Context: an optimization exercise on an open-source flow, tuned for small area, a short achievable clock period and few clock cycles. The choices shown serve that exercise and are no tape-out recipe. Function was not checked in any run shown here: the RTL went through the layout flow alone. No activity file was given, so power comes from the tool's default toggle rates.

### config.mk
export PLATFORM = sky130hd
export DESIGN_NAME = psiframe
export DESIGN_NICKNAME = psiframe
export VERILOG_FILES = /design/flow/design.v
export SDC_FILE = /design/flow/constraint.sdc
export NUM_CORES = 4
export LEC_CHECK = 0
export CAP_MARGIN = 20
export CORE_MARGIN = 2
export CORE_UTILIZATION = 40
export SETUP_SLACK_MARGIN = 5
export SLEW_MARGIN = 20
### constraint.sdc
create_clock -name core_clock -period 10.0 [get_ports {clk}]
set_input_delay 2.0000 -clock core_clock [delete_from_list [all_inputs] [get_ports {clk}]]
set_output_delay 2.0000 -clock core_clock [all_outputs]
set_load 0.01 [all_outputs]
### design.v
module psiframe_crc8 (
  input  wire [31:0] crc_in,
  input  wire [7:0]  data,
  output reg  [31:0] crc_out
);
  integer i;
  reg fb;
  always @(*) begin
    crc_out = crc_in;
    for (i = 7; i >= 0; i = i - 1) begin
      fb      = crc_out[31] ^ data[i];
      crc_out = {crc_out[30:0], 1'b0};
      if (fb)
        crc_out = crc_out ^ 32'h04C11DB7;
    end
  end
endmodule
module psiframe (
  input  wire        clk,
  input  wire        rst,         
  input  wire        cmd_valid,
  input  wire [63:0] cmd,
  output wire        cmd_ready,
  output wire        ev_valid,
  output wire [9:0]  ev,
  input  wire        ev_ready,
  output wire        idle,
  output wire [63:0] st
);
  localparam [1:0] M_IDLE = 2'd0, M_SEC = 2'd1, M_FAULT = 2'd3;
  localparam [2:0] F_SIZE = 3'd1, F_FIELD = 3'd2, F_SEQ = 3'd3, F_OPCODE = 3'd6;
  reg [1:0]  mode;
  reg [2:0]  fault;
  reg        legacy;
  reg [7:1]  accl;       
  reg [2:0]  nbits;
  reg [31:0] crc;
  reg [9:0]  seclen;
  reg        pc_v;
  reg        pc_bad;     
  reg        pc_badop;   
  reg        pc_abort;
  reg        pc_cfg;
  reg        pc_begin;
  reg        pc_sink;    
  reg        pc_putx;    
  reg        pc_endc;
  reg        pc_endn;
  reg [4:0]  pc_nh;      
  reg [2:0]  pc_nl;      
  reg        pc_align;
  reg [31:0] pc_d;
  reg [31:0] q_d;        
  reg [2:0]  q_cnt;      
  reg        q_crc;      
  reg        q_mk;       
  reg        q_ab;       
  reg        o_v;
  reg  [7:0] o_d;
  reg        o_m;        
  reg        o_body;     
  wire [7:0] op = cmd[63:56];
  wire rs_hi  = |cmd[55:38];
  wire rs_mid = |cmd[37:1];
  wire rs_lo  = cmd[0];
  wire rs_all = rs_hi | rs_mid | rs_lo;
  wire [5:0] n = cmd[37:32];
  reg v_big;
  integer i;
  always @(*) begin
    v_big = 1'b0;
    for (i = 0; i < 32; i = i + 1)
      if (cmd[i] && n <= i) v_big = 1'b1;
  end
  wire putb_bad = (n == 6'd0) || (n > 6'd32) || v_big;
  wire op_nop   = op == 8'h00;
  wire op_abort = op == 8'h01;
  wire op_cfg   = op == 8'h02;
  wire op_begin = op == 8'h10;
  wire op_putb  = op == 8'h11;
  wire op_put1  = op == 8'h12;
  wire op_align = op == 8'h13;
  wire op_endc  = op == 8'h14;
  wire op_endn  = op == 8'h15;
  wire known = op_nop | op_abort | op_cfg | op_begin | op_putb | op_put1 |
               op_align | op_endc | op_endn;
  wire rsv   = (op_putb) ? rs_hi :
               (op_cfg | op_put1) ? (rs_hi | rs_mid) : rs_all;
  assign ev_valid = o_v;
  assign ev       = {o_m, 1'b0, o_d};
  wire beat    = o_v & ev_ready;
  wire or_free = !o_v | ev_ready;
  wire [31:0] crc_next;
  psiframe_crc8 u_crc (.crc_in(crc), .data(o_d), .crc_out(crc_next));
  wire q_bytes = q_cnt != 3'd0;
  wire q_empty = !q_bytes & !q_mk;
  wire [31:0] q_src = q_crc ? crc : q_d;
  reg  [7:0] q_byte;
  always @(*) begin
    case (q_cnt[1:0])
      2'd1:    q_byte = q_src[7:0];
      2'd2:    q_byte = q_src[15:8];
      2'd3:    q_byte = q_src[23:16];
      default: q_byte = q_src[31:24];
    endcase
  end
  wire guard = q_crc & o_v & o_body;
  wire xfer  = or_free & !q_empty & !(q_bytes & guard);
  wire in_idle  = mode == M_IDLE;
  wire in_sec   = mode == M_SEC;
  wire in_fault = mode == M_FAULT;
  wire nb0      = nbits == 3'd0;
  wire [3:0] lo  = {1'b0, nbits} + {1'b0, pc_nl};
  wire       c   = lo[3];
  wire [2:0] r   = lo[2:0];
  wire [4:0] kh  = c ? {pc_nh[3:0], 1'b0} : pc_nh;
  wire       kz  = kh[0];
  wire [2:0] k   = {kh[4], kh[3] | kh[2], kh[3] | kh[1]};
  wire [3:0] fit;
  assign fit[0] = legacy ? (seclen <= 10'd182) : (seclen <= 10'd1020);
  assign fit[1] = legacy ? (seclen <= 10'd181) : (seclen <= 10'd1019);
  assign fit[2] = legacy ? (seclen <= 10'd180) : (seclen <= 10'd1018);
  assign fit[3] = legacy ? (seclen <= 10'd179) : (seclen <= 10'd1017);
  wire size_ok = kh[0] | (kh[1] & fit[0]) | (kh[2] & fit[1]) |
                 (kh[3] & fit[2]) | (kh[4] & fit[3]);
  wire pc_mx    = pc_abort | pc_begin | pc_endc | pc_endn;
  wire may_emit = pc_mx | (pc_sink & !kz);
  assign cmd_ready = !pc_v | q_empty | !may_emit;
  wire consume  = pc_v & (q_empty | !may_emit);
  wire ab_go    = pc_v & q_empty & pc_abort;             
  wire ab_emit  = ab_go & !in_idle;
  wire cfg_go   = pc_v & pc_cfg & in_idle;
  wire begin_go = pc_v & q_empty & pc_begin & in_idle;
  wire sink_go  = pc_v & pc_sink & in_sec & size_ok & (kz | q_empty);
  wire emit_go  = sink_go & !kz;
  wire endc_go  = pc_v & q_empty & pc_endc & in_sec & nb0 & fit[3];
  wire endn_go  = pc_v & q_empty & pc_endn & in_sec & nb0;
  wire need_idle = pc_cfg | pc_begin;
  wire need_sec  = pc_sink | pc_putx | pc_endc | pc_endn;
  wire seq_bad   = (need_idle & !in_idle) | (need_sec & !in_sec);
  wire end_bad   = (pc_endc | pc_endn) & !nb0;
  wire faulty    = pc_bad | seq_bad | pc_putx | end_bad |
                   (pc_sink & !size_ok) | (pc_endc & !fit[3]);
  wire fault_go  = consume & !in_fault & faulty;
  reg [2:0] fcode;
  always @(*) begin
    if (pc_bad)         fcode = pc_badop ? F_OPCODE : F_FIELD;
    else if (seq_bad)   fcode = F_SEQ;
    else if (pc_putx)   fcode = F_FIELD;
    else if (end_bad)   fcode = F_SEQ;
    else                fcode = F_SIZE;
  end
  wire [39:0] t = {pc_d, 8'd0} >> r;
  reg  [31:0] pk;
  wire [7:0] acc8 = {accl, 1'b0};
  always @(*) begin
    pk = t[39:8];
    pk[7:0]   = pk[7:0]   | (kh[1] ? acc8 : 8'd0);
    pk[15:8]  = pk[15:8]  | (kh[2] ? acc8 : 8'd0);
    pk[23:16] = pk[23:16] | (kh[3] ? acc8 : 8'd0);
    pk[31:24] = pk[31:24] | (kh[4] ? acc8 : 8'd0);
  end
  wire [7:0] first = ({8{kh[1]}} & pk[7:0])   | ({8{kh[2]}} & pk[15:8]) |
                     ({8{kh[3]}} & pk[23:16]) | ({8{kh[4]}} & pk[31:24]);
  wire [9:0] len0 = seclen + {7'd0, pc_nh[4], pc_nh[3] | pc_nh[2], pc_nh[3] | pc_nh[1]};
  wire [9:0] len1 = len0 + 10'd1;
  wire clr = ab_go | begin_go;       
  wire take = cmd_valid & cmd_ready;
  always @(posedge clk) begin
    if (take) begin
      pc_bad   <= !known | rsv;
      pc_badop <= !known;
      pc_abort <= op_abort & !rs_all;
      pc_cfg   <= op_cfg & !rsv;
      pc_begin <= op_begin & !rsv;
      pc_sink  <= ((op_putb & !putb_bad) | op_put1 | op_align) & !rsv;
      pc_putx  <= op_putb & putb_bad & !rsv;
      pc_endc  <= op_endc & !rsv;
      pc_endn  <= op_endn & !rsv;
      pc_align <= op_align;
      pc_nh    <= op_align ? 5'b00001 :
                  {n[5:3] == 3'd4, n[5:3] == 3'd3, n[5:3] == 3'd2,
                   n[5:3] == 3'd1, n[5:3] == 3'd0};
      pc_nl    <= op_align ? 3'd7 : {n[2:1], n[0] | op_put1};
      pc_d     <= cmd[31:0];
    end
    if (q_empty)
      q_d <= pk;
    if (or_free) begin
      o_d    <= q_empty ? first : (q_bytes ? q_byte : {6'd0, q_ab, q_ab});
      o_m    <= !q_empty & !q_bytes;
      o_body <= q_empty | (q_bytes & !q_crc);
    end else if (ab_go)
      o_body <= 1'b0;
    if (rst) begin
      pc_v   <= 1'b0;
      mode   <= M_IDLE;
      fault  <= 3'd0;
      legacy <= 1'b0;
      accl   <= 7'd0;
      nbits  <= 3'd0;
      crc    <= 32'hFFFFFFFF;
      seclen <= 10'd0;
      q_cnt  <= 3'd0;
      q_mk   <= 1'b0;
      o_v    <= 1'b0;
    end else begin
      if (cmd_ready)
        pc_v <= cmd_valid;
      if (or_free)
        o_v <= q_empty ? emit_go : !(q_bytes & guard);
      if (clr)
        crc <= 32'hFFFFFFFF;
      else if (beat & o_body)
        crc <= crc_next;
      if (ab_go | endc_go | endn_go | fault_go)
        mode <= ab_go ? M_IDLE : endc_go ? M_IDLE : endn_go ? M_IDLE : M_FAULT;
      else if (begin_go)
        mode <= M_SEC;
      if (ab_go)
        fault <= 3'd0;
      else if (fault_go)
        fault <= fcode;
      if (cfg_go)
        legacy <= pc_d[0];
      if (clr) begin
        accl   <= 7'd0;
        nbits  <= 3'd0;
        seclen <= 10'd0;
      end else if (sink_go) begin
        accl   <= t[7:1] | (kz ? accl : 7'd0);
        nbits  <= pc_align ? 3'd0 : r;
        seclen <= c ? len1 : len0;
      end else if (endc_go)
        seclen <= seclen + 10'd4;
      if (xfer) begin
        if (q_bytes)
          q_cnt <= q_cnt - 3'd1;
        else
          q_mk  <= 1'b0;
      end
      if (emit_go) begin
        q_cnt <= or_free ? k - 3'd1 : k;
        q_crc <= 1'b0;
        q_mk  <= 1'b0;
      end
      if (endc_go) begin
        q_cnt <= 3'd4;
        q_crc <= 1'b1;
        q_mk  <= 1'b1;
        q_ab  <= 1'b0;
      end
      if (endn_go) begin
        q_mk  <= 1'b1;
        q_ab  <= 1'b0;
      end
      if (ab_emit) begin
        q_cnt <= 3'd0;
        q_mk  <= 1'b1;
        q_ab  <= 1'b1;
      end
    end
  end
  assign idle = !pc_v & q_empty & !o_v;
  assign st = {crc, 1'b0, 8'd0, 2'b00, seclen, nbits, 1'b0, legacy, 1'b0, fault, mode};
endmodule
### run.sh
#!/bin/bash
# synth_recipe.tcl (not shown) runs the flow's synth.tcl, then flattens the netlist and writes it again
# the make line also repeats each setting of config.mk as NAME=value (left out here)
make -C /OpenROAD-flow-scripts/flow DESIGN_CONFIG=/design/flow/config.mk WORK_HOME=/design/flow/orfs CLKGATE_MAP_FILE= SYNTH_SCRIPT=/design/flow/synth_recipe.tcl finish
==> results.py, run 1 <==
metrics = {
    "synth": {
        "syn-cell-area_um2": 9790,
        "ys_seq_area_share_pct": 41.9,
        "synth_fa_ha_area_share_pct": 2.91,
        "synth_top_family_by_area": "compound AO/OA/AOI/OAI gates",
        "synth-edff-count": 94,
        "synth_compound_area_share_pct": 17.7,
        "yosys_warnings": 2,
        "ys_types": 75,
        "synth_ff_type": "edfxtp_1",
        "synth_simple_gate_area_share_pct": 15.9,
        "synthXorXnorAreaFrac_pct": 7.69,
        "syn_area_per_cell_um2": 9.71,
        "syn_inst": 1008,
        "synth-async-reset-ratio_pct": 0,
        "synth_mux_area_share_pct": 8.64,
        "yosys_register_bits": 158,
    },
    "sta": {
        "rsz0062_at_grt": "no",
        "post-route-period-util_pct": 48.0,
        "finalMaxSlewViolations": 0,
        "fin_skew_ps": 15.5,
        "worst_hold_slack_ps": 459,
        "worst_slew_pin_slew_ps": 1020,
        "max-slew-margin-rel_pct": 32.0,
        "finalSetupViolations": 0,
        "fmax_mhz": 209,
        "fin_tns_setup_ps": 0,
        "layout_min_cycle_time_ps": 4800,
        "finalHoldViolCount": 0,
        "setup_ws_ps": 5200,
    },
    "worst_setup_path": {
        "r2r_slack_ps": 6160,
        "worst-path-max-fanout": 41,
        "critPathLaunch": "q_cnt[0]",
        "end_kind": "output port",
        "path_class": "register to output port",
        "cp.required_ps": 8000,
        "crit_path_start_kind": "register",
        "r2r_start": "nbits[0]",
        "r2r_end": "o_d[6]",
        "r2r_cells": 10,
        "crit_arrival_ps": 2800,
    },
    "power_and_ir_drop": {
        "p_switching_uw": 1270,
        "pwr-share-seq_pct": 31.2,
        "intPower_uw": 1930,
        "combPwrFrac_pct": 47.9,
        "leakage_uw": 0.00460,
        "p_clk_share_pct": 20.9,
        "powerDensity_nw_per_um2": 268,
        "ir_worst_vdd_mv": 0.173,
        "p_sw_share_pct": 39.8,
    },
    "clock_tree": {
        "path_clk_slew_ps": 70,
        "cts_tree": "done",
        "cts_buffer_depth": 2,
        "cts.sinks": 158,
        "cts_made_buffers": 17,
        "cts-hold-fix-buffers": 0,
        "htreeDepth": 4,
        "cts-root-buf": "clkbuf_16",
        "clock_latency_ps": 440,
    },
    "route": {
        "ant_nets": 0,
        "firstDrtPassIters": 5,
        "wl_mm": 26.0,
        "drcViolationCount": 0,
        "drt_iter0_drc": 702,
        "num_vias": 8044,
        "routed_via_density": 5.56,
        "post_drt_wl_per_cell_um": 18.0,
    },
    "worst_hold_path": {
        "hold_depth": 2,
        "worstHoldStart": "fault[0]",
        "holdPathEnd": "fault[0]",
        "hold_class": "register to register",
    },
    "layout": {
        "drive_above_1_share_pct": 8.29,
        "final_cell_mix": "130 x clkdlybuf4s50_1, 127 x nand2_1, 94 x edfxtp_1",
        "multiInputGateArea_um2": 5300,
        "num-fill-cells": 2276,
        "final_common_cell": "clkdlybuf4s50_1",
        "regArea_um2": 4100,
        "antenna_cells": 0,
        "nets": 1197,
        "area_growth_pct": 22.3,
    },
    "die": {
        "die_h_um": 160,
        "die_x_um": 160,
        "rows": 57,
        "initial_core_util_pct": 40.5,
        "core_area_um2": 24200,
        "die_area_um2": 25700,
        "num_io_pins": 145,
    },
    "global_routing": {
        "grt.overflow.total": 0,
        "grt_pass1_wl_mm": 42.0,
        "grtUsageTotal_pct": 20.3,
        "grt_max_degree": 65,
        "grt_pass1_vias": 7740,
        "antenna_found_initial": 0,
    },
    "placement": {
        "place_ws_ps": 4940,
        "numPortBuffers": 130,
        "post-dp-hpwl_mm": 19.5,
        "place.gp.congestion": 0.908,
    },
    "run_status": {
        "status": "timing/DRC/antenna clean",
    },
    "job": {
        "cap_violations": 0,
    },
}
## power by group through the flow
stage	Combinational (uW)	Sequential, uW	Clock, uW
after global routing	1670	1020	708
final	1540	1000	669
after floorplan	1100	1010	0
after detailed placement	1530	1020	0
after global placement	1520	1010	0
after CTS	1540	1000	679
## metrics by stage
step | total power (uW) | util [%] | area, um2 | std cells
global route | 3400 | 49.5 | 12000 | 1446
global placement | 2540 | 46.9 | 11300 | 1413
detailed placement | 2550 | 46.9 | 11300 | 1413
floorplan | 2110 | - | 9840 | 1021
finish | 3200 | 49.5 | 12000 | 1446
CTS | 3220 | 49.5 | 12000 | 1445
## per-layer routing
metal,GRT usage (%),up-vias,part of all wire (%)
met5,0,-,0
met4,5.94,0,1.5
met2,32.8,261,46
met3,2.61,26,4.5
met1,28.8,3823,48
li1,-,3934,-
## worst max-delay path: stages (launching register included)
cell and delay [ps]:
dfxtp_1 330, inv_1 130, ha_1 190, nor2b_4 290, nand2_2 190, inv_2 90
clkbuf_8 330, nor2_1 150, nand2_1 110, clkdlybuf4s50_1 550
## logic make-up after synthesis
kind of cell	after synthesis
AO/OA/AOI/OAI	231
adder cells (fa/ha/maj)	22
XOR/XNOR	86
buffers and inverters	115
flip-flops	158
multiplexers	68
other	1
AND/OR/NAND/NOR	327
## how the worst max path moves through the flow
stage / to / slack [ps] / cells after the start
after CTS: cmd_ready / 5010 / 8
after floorplan: pc_abort / 5050 / 2
after global routing: cmd_ready / 5020 / 9
after detailed placement: cmd_ready / 4940 / 8
final: cmd_ready / 5200 / 9
after global placement: cmd_ready / 5020 / 8
## final cells by class
type | instances | share of cell area [%]
multi-input combinational | 748 | 44.3
sequential | 158 | 34.3
timing repair buffer | 140 | 11.5
clock buffer | 17 | 3.55
tap | 324 | 3.39
clock inverter | 15 | 1.58
inverter | 44 | 1.38
## Yosys cell counts, types with 5 or more instances
cell        n  area share [%]
clkbuf_1   42             1.6
and3_1      8            0.51
nor4_1     13            0.83
mux4_2     12             2.8
and4_1      5            0.45
or2_2       7            0.45
xnor2_1    62             5.5
nand3_1    36             1.8
or4_1       5            0.38
inv_1      43             1.6
mux2i_1    44             4.5
a221oi_1    7            0.63
xor2_1     24             2.1
a211oi_1    8            0.61
buf_2       6            0.31
buf_4      17             1.3
a21oi_1    37             1.9
o21ai_0    31             1.6
buf_1       5            0.19
nor2_1     71             2.7
a21o_1      8            0.61
nor2b_1     7            0.45
a31oi_1     5            0.32
mux2_2     12             1.4
o211ai_1   36             2.8
a222oi_1   18             1.8
o22ai_1    12            0.77
ha_1       18             2.3
edfxtp_1   94              29
nand2b_1    6            0.38
a221o_1    13             1.3
dfxtp_1    64              13
a22o_1      9            0.81
nor3_1     20             1.0
nand2_1   128             4.9
## flip-flops by register name (all words and copies together), names as in the netlist, 2 cells and up
name,cells
seclen,10
pc_d,32
nbits,3
pc_nh,5
fault,3
pc_nl,3
o_d,8
q_d,32
mode,2
q_cnt,3
accl,7
crc,32
## what timing repair did
action / CTS / global route
resized for setup: 5 / 2
endpoints found under the setup margin: 2 / 1
buffers inserted: 0 / 1
pin swaps: 0 / 1
==> inputs of run 2 (changes only) <==
--- a/config.mk
+++ b/config.mk
@@ -8,5 +8,5 @@
 export CAP_MARGIN = 20
 export CORE_MARGIN = 2
-export CORE_UTILIZATION = 40
+export CORE_UTILIZATION = 60
 export SETUP_SLACK_MARGIN = 5
 export SLEW_MARGIN = 20
==> results.py, run 2 <==
metrics = {
    "global_routing": {
        "grt_pass1_wl_mm": 40.5,
        "antenna_found_initial": 0,
        "grt_pass1_vias": 7549,
        "grt_max_degree": 51,
        "grt.overflow.total": 0,
        "grtUsageTotal_pct": 29.1,
    },
    "layout": {
        "nets": 1196,
        "num-fill-cells": 1205,
        "final_cell_mix": "130 x clkdlybuf4s50_1, 127 x nand2_1, 94 x edfxtp_1",
        "drive_above_1_share_pct": 8.21,
        "post-route-cell-area_um2": 11800,
        "area_growth_pct": 20.3,
        "largest_registers": "crc (32), pc_d (32), q_d (32)",
        "antenna_cells": 0,
        "final_common_cell": "clkdlybuf4s50_1",
    },
    "synth": {
        "synthTopCellsByCount": "128 x nand2_1, 94 x edfxtp_1, 71 x nor2_1",
        "synth_area_leaders": "edfxtp_1 29%, dfxtp_1 13%, xnor2_1 5.5%, nand2_1 4.9%, mux2i_1 4.5%",
        "yosys.area.top_type": "edfxtp_1",
        "synth.most_common_cell": "nand2_1",
        "syn_inst": 1008,
        "syn_area_per_cell_um2": 9.71,
        "synth_ff_type": "edfxtp_1",
        "synth-async-reset-ratio_pct": 0,
        "yosys_register_bits": 158,
        "synth-edff-count": 94,
        "ys_seq_area_share_pct": 41.9,
        "syn-cell-area_um2": 9790,
        "synth_top_area_share_pct": 28.8,
        "ys_types": 75,
        "yosys_warnings": 2,
    },
    "sta": {
        "fin_skew_ps": 8.18,
        "rsz0062_at_grt": "no",
        "finalSetupViolations": 0,
        "max-slew-margin-rel_pct": 30.4,
        "finalHoldViolCount": 0,
        "fmax_mhz": 213,
        "post-route-period-util_pct": 47.0,
        "finalMaxSlewViolations": 0,
        "layout_min_cycle_time_ps": 4700,
        "setup_ws_ps": 5300,
        "worst_slew_pin_slew_ps": 1040,
        "fin_tns_setup_ps": 0,
    },
    "placement": {
        "place.gp.congestion": 0.996,
        "numPortBuffers": 130,
        "place_ws_ps": 4810,
        "place_area_um2": 11200,
        "post-dp-hpwl_mm": 18.6,
    },
    "run_status": {
        "status": "timing/DRC/antenna clean",
    },
    "clock_tree": {
        "htreeDepth": 4,
        "cts_made_buffers": 17,
        "path_clk_slew_ps": 60,
        "cts.sinks": 158,
        "cts_tree": "done",
        "cts_buffer_depth": 2,
        "cts-root-buf": "clkbuf_16",
        "clock_latency_ps": 430,
    },
    "route": {
        "firstDrtPassIters": 7,
        "ant_nets": 0,
        "drt_iter0_drc": 857,
        "drcViolationCount": 0,
        "routed_via_density": 6.21,
        "wl_mm": 25.1,
        "post_drt_wl_per_cell_um": 18.8,
        "num_vias": 8300,
    },
    "worst_setup_path": {
        "crit_slowest_cell": "clkdlybuf4s50_1",
        "crit_family": "buffers and inverters",
        "crit_path_start_kind": "register",
        "path_cells": "inv_1 -> ha_1 -> nor2b_4 -> nand2_2 -> inv_8 -> nor2_1 -> nand2_1 -> clkdlybuf4s50_1",
        "end_kind": "output port",
        "path_class": "register to output port",
        "r2r_cells": 10,
        "path_depth": 8,
        "crit_arrival_ps": 2700,
        "max_stage_delay_ps": 540,
        "cp.required_ps": 8000,
        "path_buf_inv": 3,
        "worst-path-max-fanout": 41,
    },
    "worst_hold_path": {
        "hold_depth": 2,
        "hold_class": "register to register",
    },
    "die": {
        "num_io_pins": 145,
        "rows": 46,
        "die_area_um2": 17400,
        "die_x_um": 132,
        "initial_core_util_pct": 61.4,
        "die_h_um": 132,
        "core_area_um2": 15900,
    },
    "power_and_ir_drop": {
        "leakage_uw": 0.00455,
        "ir_worst_vdd_mv": 0.174,
        "powerDensity_nw_per_um2": 267,
    },
    "job": {
        "cap_violations": 0,
    },
}
run 2: cell count changes in the layout (fill, tap and decap cells not counted), moves of 2 or more:
cell        before  now
clkinv_2         0    3
clkinv_8         5    0
clkinvlp_4       0    4
inv_12           2    0
run 2: metrics by stage:
stage	power (uW)	utilization [%]	instances	hold WS [ps]
floorplan	2110	-	1021	471
global placement	2500	70.1	1302	441
detailed placement	2530	70.2	1303	450
CTS	3140	73.7	1335	459
global route	3330	73.9	1337	496
finish	3150	73.9	1337	453
run 2: worst paths after layout:
check,endpoint,startpoint,slack (ps)
min reg2reg,fault[2],fault[2],450
max,cmd_ready,q_cnt[0],5300
min,fault[2],fault[2],450
max reg2reg,o_d[6],nbits[0],6120
run 2: where the power goes:
part | total (uW) | leakage (uW) | internal, uW | switching [uW]
Clock | 593 | 0.000256 | 319 | 274
Sequential | 1010 | 0.00145 | 892 | 113
Combinational | 1550 | 0.00285 | 695 | 854
run 2: timing repair:
| action | CTS | global route |
|---|---|---|
| pin swaps | 0 | 1 |
| endpoints found under the setup margin | 2 | 1 |
| hold buffers | 0 | 0 |
| gates resized for setup | 8 | 1 |
| setup buffers | 0 | 2 |
run 2: area by class of cell:
| cell class | count | area [um2] | area share [%] |
|---|---|---|---|
| clock inverters | 15 | 113 | 0.956 |
| repair buffers | 139 | 1380 | 11.7 |
| multi-input cells | 748 | 5310 | 45.1 |
| clock buffers | 17 | 425 | 3.61 |
| flip-flops and latches | 158 | 4100 | 34.9 |
| well taps | 216 | 270 | 2.30 |
| inverters | 44 | 173 | 1.47 |
run 2: tightest hold or removal path: cells and delay by family, from the launching register on:
| kind | cells | cell delay (ps) |
|---|---|---|
| AND/OR/NAND/NOR | 1 | 50 |
| flip-flops | 1 | 310 |
| AO/OA/AOI/OAI | 1 | 50 |
run 2: logic make-up (layout without fill, tap and decap cells):
family	Yosys count	in the layout	share of synthesized area, %
AOI/OAI and AO/OA	231	231	17.7
xor gates and xnor gates	86	86	7.69
other	1	14	0.0383
DFF	158	158	41.9
buffers and inverters	115	215	5.21
adders and majority gates	22	22	2.91
muxes	68	68	8.64
and+or+nand+nor	327	327	15.9
run 2: per-layer routing:
layer / vias to the layer above / part of all wire, % / wire (um) / global-route usage (%)
met5: - / 0 / 0 / 0
met2: 402 / 48 / 11900 / 46.9
li1: 3917 / - / - / -
met1: 3897 / 42 / 10500 / 38.9
met4: 0 / 3.8 / 956 / 12.2
met3: 84 / 6.8 / 1700 / 5.27
==> inputs of run 3 (changes only) <==
--- a/design.v
+++ b/design.v
@@ -33,5 +33,5 @@
   reg [2:0]  fault;
   reg        legacy;
-  reg [7:1]  accl;       
+  reg [7:0]  accl;       
   reg [2:0]  nbits;
   reg [31:0] crc;
@@ -47,6 +47,5 @@
   reg        pc_endc;
   reg        pc_endn;
-  reg [4:0]  pc_nh;      
-  reg [2:0]  pc_nl;      
+  reg [5:0]  pc_n;       
   reg        pc_align;
   reg [31:0] pc_d;
@@ -111,10 +110,8 @@
   wire in_fault = mode == M_FAULT;
   wire nb0      = nbits == 3'd0;
-  wire [3:0] lo  = {1'b0, nbits} + {1'b0, pc_nl};
-  wire       c   = lo[3];
+  wire [3:0] lo  = {1'b0, nbits} + {1'b0, pc_n[2:0]};
+  wire [2:0] k   = pc_n[5:3] + {2'b00, lo[3]};
   wire [2:0] r   = lo[2:0];
-  wire [4:0] kh  = c ? {pc_nh[3:0], 1'b0} : pc_nh;
-  wire       kz  = kh[0];
-  wire [2:0] k   = {kh[4], kh[3] | kh[2], kh[3] | kh[1]};
+  wire       kz  = (pc_n[5:3] == 3'd0) & !lo[3];
   wire [3:0] fit;
   assign fit[0] = legacy ? (seclen <= 10'd182) : (seclen <= 10'd1020);
@@ -122,6 +119,14 @@
   assign fit[2] = legacy ? (seclen <= 10'd180) : (seclen <= 10'd1018);
   assign fit[3] = legacy ? (seclen <= 10'd179) : (seclen <= 10'd1017);
-  wire size_ok = kh[0] | (kh[1] & fit[0]) | (kh[2] & fit[1]) |
-                 (kh[3] & fit[2]) | (kh[4] & fit[3]);
+  reg size_ok;
+  always @(*) begin
+    case (k)
+      3'd0:    size_ok = 1'b1;
+      3'd1:    size_ok = fit[0];
+      3'd2:    size_ok = fit[1];
+      3'd3:    size_ok = fit[2];
+      default: size_ok = fit[3];
+    endcase
+  end
   wire pc_mx    = pc_abort | pc_begin | pc_endc | pc_endn;
   wire may_emit = pc_mx | (pc_sink & !kz);
@@ -153,20 +158,25 @@
   wire [39:0] t = {pc_d, 8'd0} >> r;
   reg  [31:0] pk;
-  wire [7:0] acc8 = {accl, 1'b0};
   always @(*) begin
     pk = t[39:8];
-    pk[7:0]   = pk[7:0]   | (kh[1] ? acc8 : 8'd0);
-    pk[15:8]  = pk[15:8]  | (kh[2] ? acc8 : 8'd0);
-    pk[23:16] = pk[23:16] | (kh[3] ? acc8 : 8'd0);
-    pk[31:24] = pk[31:24] | (kh[4] ? acc8 : 8'd0);
-  end
-  wire [7:0] first = ({8{kh[1]}} & pk[7:0])   | ({8{kh[2]}} & pk[15:8]) |
-                     ({8{kh[3]}} & pk[23:16]) | ({8{kh[4]}} & pk[31:24]);
-  wire [9:0] len0 = seclen + {7'd0, pc_nh[4], pc_nh[3] | pc_nh[2], pc_nh[3] | pc_nh[1]};
-  wire [9:0] len1 = len0 + 10'd1;
+    case (k[1:0])
+      2'd1:    pk[7:0]   = pk[7:0]   | accl;
+      2'd2:    pk[15:8]  = pk[15:8]  | accl;
+      2'd3:    pk[23:16] = pk[23:16] | accl;
+      default: pk[31:24] = pk[31:24] | accl;
+    endcase
+  end
+  reg [7:0] first;
+  always @(*) begin
+    case (k[1:0])
+      2'd1:    first = pk[7:0];
+      2'd2:    first = pk[15:8];
+      2'd3:    first = pk[23:16];
+      default: first = pk[31:24];
+    endcase
+  end
   wire clr = ab_go | begin_go;       
-  wire take = cmd_valid & cmd_ready;
   always @(posedge clk) begin
-    if (take) begin
+    if (cmd_ready) begin
       pc_bad   <= !known | rsv;
       pc_badop <= !known;
@@ -179,8 +189,5 @@
       pc_endn  <= op_endn & !rsv;
       pc_align <= op_align;
-      pc_nh    <= op_align ? 5'b00001 :
-                  {n[5:3] == 3'd4, n[5:3] == 3'd3, n[5:3] == 3'd2,
-                   n[5:3] == 3'd1, n[5:3] == 3'd0};
-      pc_nl    <= op_align ? 3'd7 : {n[2:1], n[0] | op_put1};
+      pc_n     <= op_align ? 6'd7 : {n[5:1], n[0] | op_put1};
       pc_d     <= cmd[31:0];
     end
@@ -198,5 +205,5 @@
       fault  <= 3'd0;
       legacy <= 1'b0;
-      accl   <= 7'd0;
+      accl   <= 8'd0;
       nbits  <= 3'd0;
       crc    <= 32'hFFFFFFFF;
@@ -225,11 +232,11 @@
         legacy <= pc_d[0];
       if (clr) begin
-        accl   <= 7'd0;
+        accl   <= 8'd0;
         nbits  <= 3'd0;
         seclen <= 10'd0;
       end else if (sink_go) begin
-        accl   <= t[7:1] | (kz ? accl : 7'd0);
+        accl   <= t[7:0] | (kz ? accl : 8'd0);
         nbits  <= pc_align ? 3'd0 : r;
-        seclen <= c ? len1 : len0;
+        seclen <= seclen + {7'd0, k};
       end else if (endc_go)
         seclen <= seclen + 10'd4;
--- a/config.mk
+++ b/config.mk
@@ -8,5 +8,4 @@
 export CAP_MARGIN = 20
 export CORE_MARGIN = 2
-export CORE_UTILIZATION = 60
-export SETUP_SLACK_MARGIN = 5
+export CORE_UTILIZATION = 40
 export SLEW_MARGIN = 20
==> results.py, run 3 <==
metrics = {
    "job": {
        "cap_violations": 0,
    },
    "synth": {
        "yosys.area.top_type": "edfxtp_1",
        "synth.most_common_cell": "nand2_1",
        "yosys_register_bits": 157,
        "ys_types": 73,
        "synth-edff-count": 92,
        "yosys_warnings": 2,
        "synth_area_leaders": "edfxtp_1 28%, dfxtp_1 13%, mux2i_1 5.1%, xnor2_1 4.5%, nand2_1 4.4%",
        "synthTopCellsByCount": "116 x nand2_1, 92 x edfxtp_1, 65 x dfxtp_1",
        "synth-async-reset-ratio_pct": 0,
        "synth_top_area_share_pct": 27.8,
        "syn-cell-area_um2": 9940,
        "syn_inst": 1022,
        "synth_ff_type": "edfxtp_1",
        "syn_area_per_cell_um2": 9.73,
        "ys_seq_area_share_pct": 40.9,
    },
    "sta": {
        "worst_slew_pin_slew_ps": 1010,
        "finalSetupViolations": 0,
        "finalHoldViolCount": 0,
        "fmax_mhz": 193,
        "finalMaxSlewViolations": 0,
        "fin_skew_ps": 11.6,
        "post-route-period-util_pct": 51.7,
        "fin_tns_setup_ps": 0,
        "layout_min_cycle_time_ps": 5170,
        "rsz0062_at_grt": "no",
        "max-slew-margin-rel_pct": 32.5,
    },
    "clock_tree": {
        "htreeDepth": 4,
        "post-cts-setup-buffer-count": 0,
        "cts_resized": 0,
        "cts_tree": "done",
        "cts-hold-fix-buffers": 0,
        "cts_made_buffers": 17,
        "cts.sinks": 157,
        "cts_buffer_depth": 2,
        "cts-root-buf": "clkbuf_16",
        "clock_latency_ps": 430,
        "path_clk_slew_ps": 70,
    },
    "global_routing": {
        "grtUsageMet2_pct": 33.1,
        "grtUsageTotal_pct": 20.6,
        "grt.overflow.total": 0,
        "grtUsageMet1_pct": 28.2,
        "use_met3_pct": 3.62,
        "grt.busiest_layer": "met2",
        "grt_max_degree": 51,
        "antenna_found_initial": 0,
        "grt_pass1_wl_mm": 42.5,
        "grt_pass1_vias": 7764,
    },
    "route": {
        "drcViolationCount": 0,
        "routed_via_density": 5.61,
        "drt_iter0_drc": 832,
        "firstDrtPassIters": 8,
        "post_drt_wl_per_cell_um": 18.3,
        "wl_mm": 26.5,
        "ant_nets": 0,
        "num_vias": 8147,
    },
    "layout": {
        "nets": 1209,
        "num-fill-cells": 2301,
        "final_common_cell": "clkdlybuf4s50_1",
        "antenna_cells": 0,
        "area_growth_pct": 20.8,
        "final_core_util_pct": 49.2,
        "drive_above_1_share_pct": 8.50,
        "final_cell_mix": "130 x clkdlybuf4s50_1, 116 x nand2_1, 92 x edfxtp_1",
        "largest_registers": "crc (32), pc_d (32), q_d (32)",
    },
    "die": {
        "die_area_um2": 26100,
        "die_h_um": 162,
        "rows": 57,
        "core_area_um2": 24400,
        "num_io_pins": 145,
        "die_x_um": 162,
        "initial_core_util_pct": 40.8,
    },
    "worst_setup_path": {
        "r2r_slack_ps": 5410,
        "path_class": "register to output port",
        "cp.required_ps": 8000,
        "crit_arrival_ps": 3170,
        "r2r_cells": 13,
        "worst-path-max-fanout": 50,
        "critPathLaunch": "pc_n[1]",
        "r2r_start": "pc_n[1]",
        "crit_path_start_kind": "register",
        "end_kind": "output port",
        "r2r_end": "q_crc",
    },
    "power_and_ir_drop": {
        "leakage_uw": 0.00476,
        "ir_worst_vdd_mv": 0.190,
        "powerDensity_nw_per_um2": 240,
    },
    "worst_hold_path": {
        "hold_class": "register to register",
        "hold_depth": 2,
        "worstHoldStart": "fault[2]",
        "holdPathEnd": "fault[2]",
    },
    "run_status": {
        "status": "timing/DRC/antenna clean",
    },
    "placement": {
        "place.gp.congestion": 0.942,
        "post-dp-hpwl_mm": 20.0,
        "numPortBuffers": 130,
    },
}
-- run 3: changes by cell type in the layout (fill, tap and decap cells not counted), moves of 9 or more --
| cell | delta |
|---|---|
| a21o_1 | +9 |
| a221o_1 | -9 |
| and2_1 | +15 |
| nand2_1 | -11 |
| nand3_1 | -11 |
| nor2_1 | -14 |
| o21ai_0 | +12 |
| o22ai_1 | -11 |
| or2_2 | +9 |
| xnor2_1 | -11 |
-- run 3: metal layers --
layer / vias up / part of all wire [%] / wire length [um]
met5: - / 0 / 0
met4: 0 / 2.4 / 643
met3: 52 / 6.5 / 1730
li1: 3960 / - / -
met1: 3817 / 45 / 12000
met2: 318 / 46 / 12100
-- run 3: metrics by stage --
step	hold slack [ps]	area, um2	worst slack (ps)	total power (uW)	cells
floorplan	482	9990	5440	1900	1035
global placement	453	11400	5280	2270	1420
global route	499	12000	4590	3060	1453
CTS	467	12000	4770	2900	1453
finish	466	12000	4830	2880	1453
detailed placement	456	11500	5260	2280	1421
-- run 3: worst max path at each step --
| stage | to | slack [ps] | cells past startpoint |
|---|---|---|---|
| finish | cmd_ready | 4830 | 8 |
| floorplan | cmd_ready | 5440 | 5 |
| detailed placement | cmd_ready | 5260 | 8 |
| CTS | cmd_ready | 4770 | 8 |
| global placement | cmd_ready | 5280 | 8 |
| global route | cmd_ready | 4590 | 8 |
-- run 3: critical path, cell delays in order, from the launching register on --
cell	delay [ps]
edfxtp_1	430
ha_1	310
a21o_1	170
a211oi_1	220
buf_4	220
o21ai_0	140
nand3_2	110
buf_4	490
clkdlybuf4s50_1	650
-- run 3: kinds of logic (layout without fill, tap and decap cells) --
family	Yosys count	after routing	share of synthesized area [%]
mux	77	77	10.1
buf+inv	123	217	5.36
simple gates	313	313	15.3
flops	157	157	40.9
xor+xnor	77	77	6.78
fa+ha+maj	25	25	3.30
compound gates	249	249	18.2
other cells	1	14	0.0377
-- run 3: power breakdown --
| group | switching, uW | internal, uW |
|---|---|---|
| registers | 86.9 | 847 |
| clock network | 281 | 336 |
| logic | 720 | 613 |
-- run 3: layout make-up --
| type | instances | area [um2] | share of cell area (%) |
|---|---|---|---|
| Timing Repair Buffer | 139 | 1390 | 11.6 |
| Clock buffer | 18 | 450 | 3.75 |
| Clock inverter | 14 | 101 | 0.844 |
| Tap cell | 324 | 405 | 3.38 |
| Multi-Input combinational cell | 755 | 5430 | 45.2 |
| Inverter | 46 | 173 | 1.44 |
| Sequential cell | 157 | 4060 | 33.8 |
==> inputs of run 4 (changes only) <==
--- a/config.mk
+++ b/config.mk
@@ -9,3 +9,4 @@
 export CORE_MARGIN = 2
 export CORE_UTILIZATION = 40
+export SETUP_SLACK_MARGIN = 5
 export SLEW_MARGIN = 20
==> results.py, run 4 <==
metrics = {
    "die": {
        "die_h_um": 162,
        "rows": 57,
        "die_x_um": 162,
        "num_io_pins": 145,
        "initial_core_util_pct": 40.8,
        "die_area_um2": 26100,
        "core_area_um2": 24400,
    },
    "sta": {
        "worst_slew_pin_slew_ps": 1010,
        "finalMaxSlewViolations": 0,
        "finalHoldViolCount": 0,
        "fin_skew_ps": 14.0,
        "rsz0062_at_grt": "no",
        "layout_min_cycle_time_ps": 4760,
        "fmax_mhz": 210,
        "finalSetupViolations": 0,
        "post-route-period-util_pct": 47.6,
        "fin_tns_setup_ps": 0,
        "worst_hold_slack_ps": 465,
        "max-slew-margin-rel_pct": 32.4,
    },
    "route": {
        "post_drt_wl_per_cell_um": 18.4,
        "ant_nets": 0,
        "firstDrtPassIters": 6,
        "routed_via_density": 5.59,
        "drt_iter0_drc": 846,
        "wl_mm": 26.8,
        "num_vias": 8134,
        "drcViolationCount": 0,
    },
    "layout": {
        "drive_above_1_share_pct": 8.75,
        "final_common_cell": "clkdlybuf4s50_1",
        "antenna_cells": 0,
        "largest_registers": "crc (32), pc_d (32), q_d (32)",
        "num-fill-cells": 2297,
        "final_cell_mix": "130 x clkdlybuf4s50_1, 116 x nand2_1, 92 x edfxtp_1",
        "area_growth_pct": 21.3,
        "nets": 1211,
    },
    "clock_tree": {
        "cts_tree": "done",
        "cts-hold-fix-buffers": 0,
        "clock_latency_ps": 430,
        "cts_buffer_depth": 2,
        "cts_made_buffers": 17,
        "cts.sinks": 157,
        "cts-root-buf": "clkbuf_16",
        "path_clk_slew_ps": 70,
        "htreeDepth": 4,
    },
    "synth": {
        "synth.most_common_cell": "nand2_1",
        "yosys_register_bits": 157,
        "synth-edff-count": 92,
        "synth_area_leaders": "edfxtp_1 28%, dfxtp_1 13%, mux2i_1 5.1%, xnor2_1 4.5%, nand2_1 4.4%",
        "ys_types": 73,
        "syn-cell-area_um2": 9940,
        "synth-async-reset-ratio_pct": 0,
        "synthTopCellsByCount": "116 x nand2_1, 92 x edfxtp_1, 65 x dfxtp_1",
        "synth_ff_type": "edfxtp_1",
        "ys_seq_area_share_pct": 40.9,
        "syn_area_per_cell_um2": 9.73,
        "syn_inst": 1022,
        "yosys_warnings": 2,
        "synth_top_area_share_pct": 27.8,
        "yosys.area.top_type": "edfxtp_1",
    },
    "placement": {
        "place.gp.congestion": 0.942,
        "numPortBuffers": 130,
        "post-dp-hpwl_mm": 20.0,
    },
    "global_routing": {
        "grtUsageTotal_pct": 20.6,
        "grt.overflow.total": 0,
        "grt_pass1_vias": 7769,
        "antenna_found_initial": 0,
        "grt_max_degree": 51,
        "grt_pass1_wl_mm": 42.5,
    },
    "run_status": {
        "status": "timing/DRC/antenna clean",
    },
    "worst_setup_path": {
        "crit_arrival_ps": 2760,
        "cp.required_ps": 8000,
        "crit_path_start_kind": "register",
        "worst-path-max-fanout": 25,
        "end_kind": "output port",
        "path_class": "register to output port",
    },
    "job": {
        "cap_violations": 0,
    },
    "worst_hold_path": {
        "hold_class": "register to register",
    },
    "power_and_ir_drop": {
        "leakage_uw": 0.00479,
        "ir_worst_vdd_mv": 0.188,
        "powerDensity_nw_per_um2": 240,
    },
}
==> run 4: worst paths after layout <==
check	start	end	slack, ps	cells after the start
max reg2reg	pc_n[1]	q_crc	5430	13
min	fault[2]	fault[2]	470	2
max	pc_n[1]	cmd_ready	5240	8
min reg2reg	fault[2]	fault[2]	470	2
==> run 4: through the flow <==
stage                     utilization [%]  cell area (um2)  total power, uW  worst slack [ps]  cells
after global routing                 49.4            12100             3060              5080   1455
after detailed placement             47.0            11500             2280              5260   1421
after floorplan                         -             9990             1900              5440   1035
final                                49.4            12100             2890              5240   1455
after CTS                            49.3            12000             2900              5060   1453
after global placement               46.9            11400             2270              5280   1420
==> run 4: logic make-up after synthesis <==
logic type	synth area share [%]
xor+xnor	6.78
simple gates	15.3
compound gates	18.2
mux	10.1
flops	40.9
buf+inv	5.36
other cells	0.0377
fa+ha+maj	3.30
==> run 4: where the power goes <==
part | internal (uW) | total, uW | switching (uW)
combinational | 614 | 1340 | 723
sequential | 847 | 934 | 86.8
clock | 336 | 617 | 281
==> run 4: final cells by class <==
| class | count | area [um2] | share of cell area [%] |
|---|---|---|---|
| clock inverter | 14 | 101 | 0.841 |
| inverter | 46 | 173 | 1.43 |
| tap | 324 | 405 | 3.36 |
| sequential | 157 | 4060 | 33.7 |
| clock buffer | 18 | 450 | 3.74 |
| multi-input combinational | 755 | 5430 | 45.0 |
| timing repair buffer | 141 | 1430 | 11.9 |
==> run 4: timing repair <==
| item | in CTS | in global routing |
|---|---|---|
| buffers inserted | 0 | 1 |
| cloned | 0 | 1 |
| resized for setup | 3 | 1 |
| setup endpoints to repair | 1 | 1 |
==> run 4: routing by layer <==
metal	vias to the layer above	global-route usage, %	routed length [um]
li1	3962	-	-
met1	3819	28.2	12300
met2	305	33.1	12400
met3	48	3.62	1470
met4	0	7.08	584
met5	-	0	0
==> run 4: worst max-delay path, cell delays in order (launching register included) <==
cell,delay (ps)
edfxtp_1,430
ha_1,310
a21o_1,170
a211oi_1,220
buf_4,150
o21ai_0,110
nand3_2,180
buf_12,200
clkdlybuf4s50_1,560

separate check: timing with driven ports:
In the flow no input, the clock included, has a driving cell. The finished layouts below were timed again as built, in two steps. Step 1, drivers: a clkbuf_16 drives clk and a buf_2 each remaining input, both assumed. Step 2 also shifts input and output timing later by t, the mid clock arrival at the registers, as if the neighbouring blocks saw the same clock. Three values: ideal, step 1, step 2; two values: the first two.
run | t, ns | setup slack, ns | worst hold slack (ns)
run 1 | 0.476 | 5.204 / 5.157 / 5.292 | 0.459 / 0.459 / 0.459
run 2 | 0.474 | 5.295 / 5.249 / 5.286 | 0.453 / 0.453 / 0.453
run 3 | 0.470 | 4.826 / 4.776 / 5.246 | 0.466 / 0.466 / 0.466
run 4 | 0.472 | 5.241 / 5.192 / 5.335 | 0.465 / 0.465 / 0.465
After both steps setup and hold are still met in every run listed. The setup slack of run 2, which loses most, moves by -0.046 ns with the drivers and by -0.009 ns with both steps.
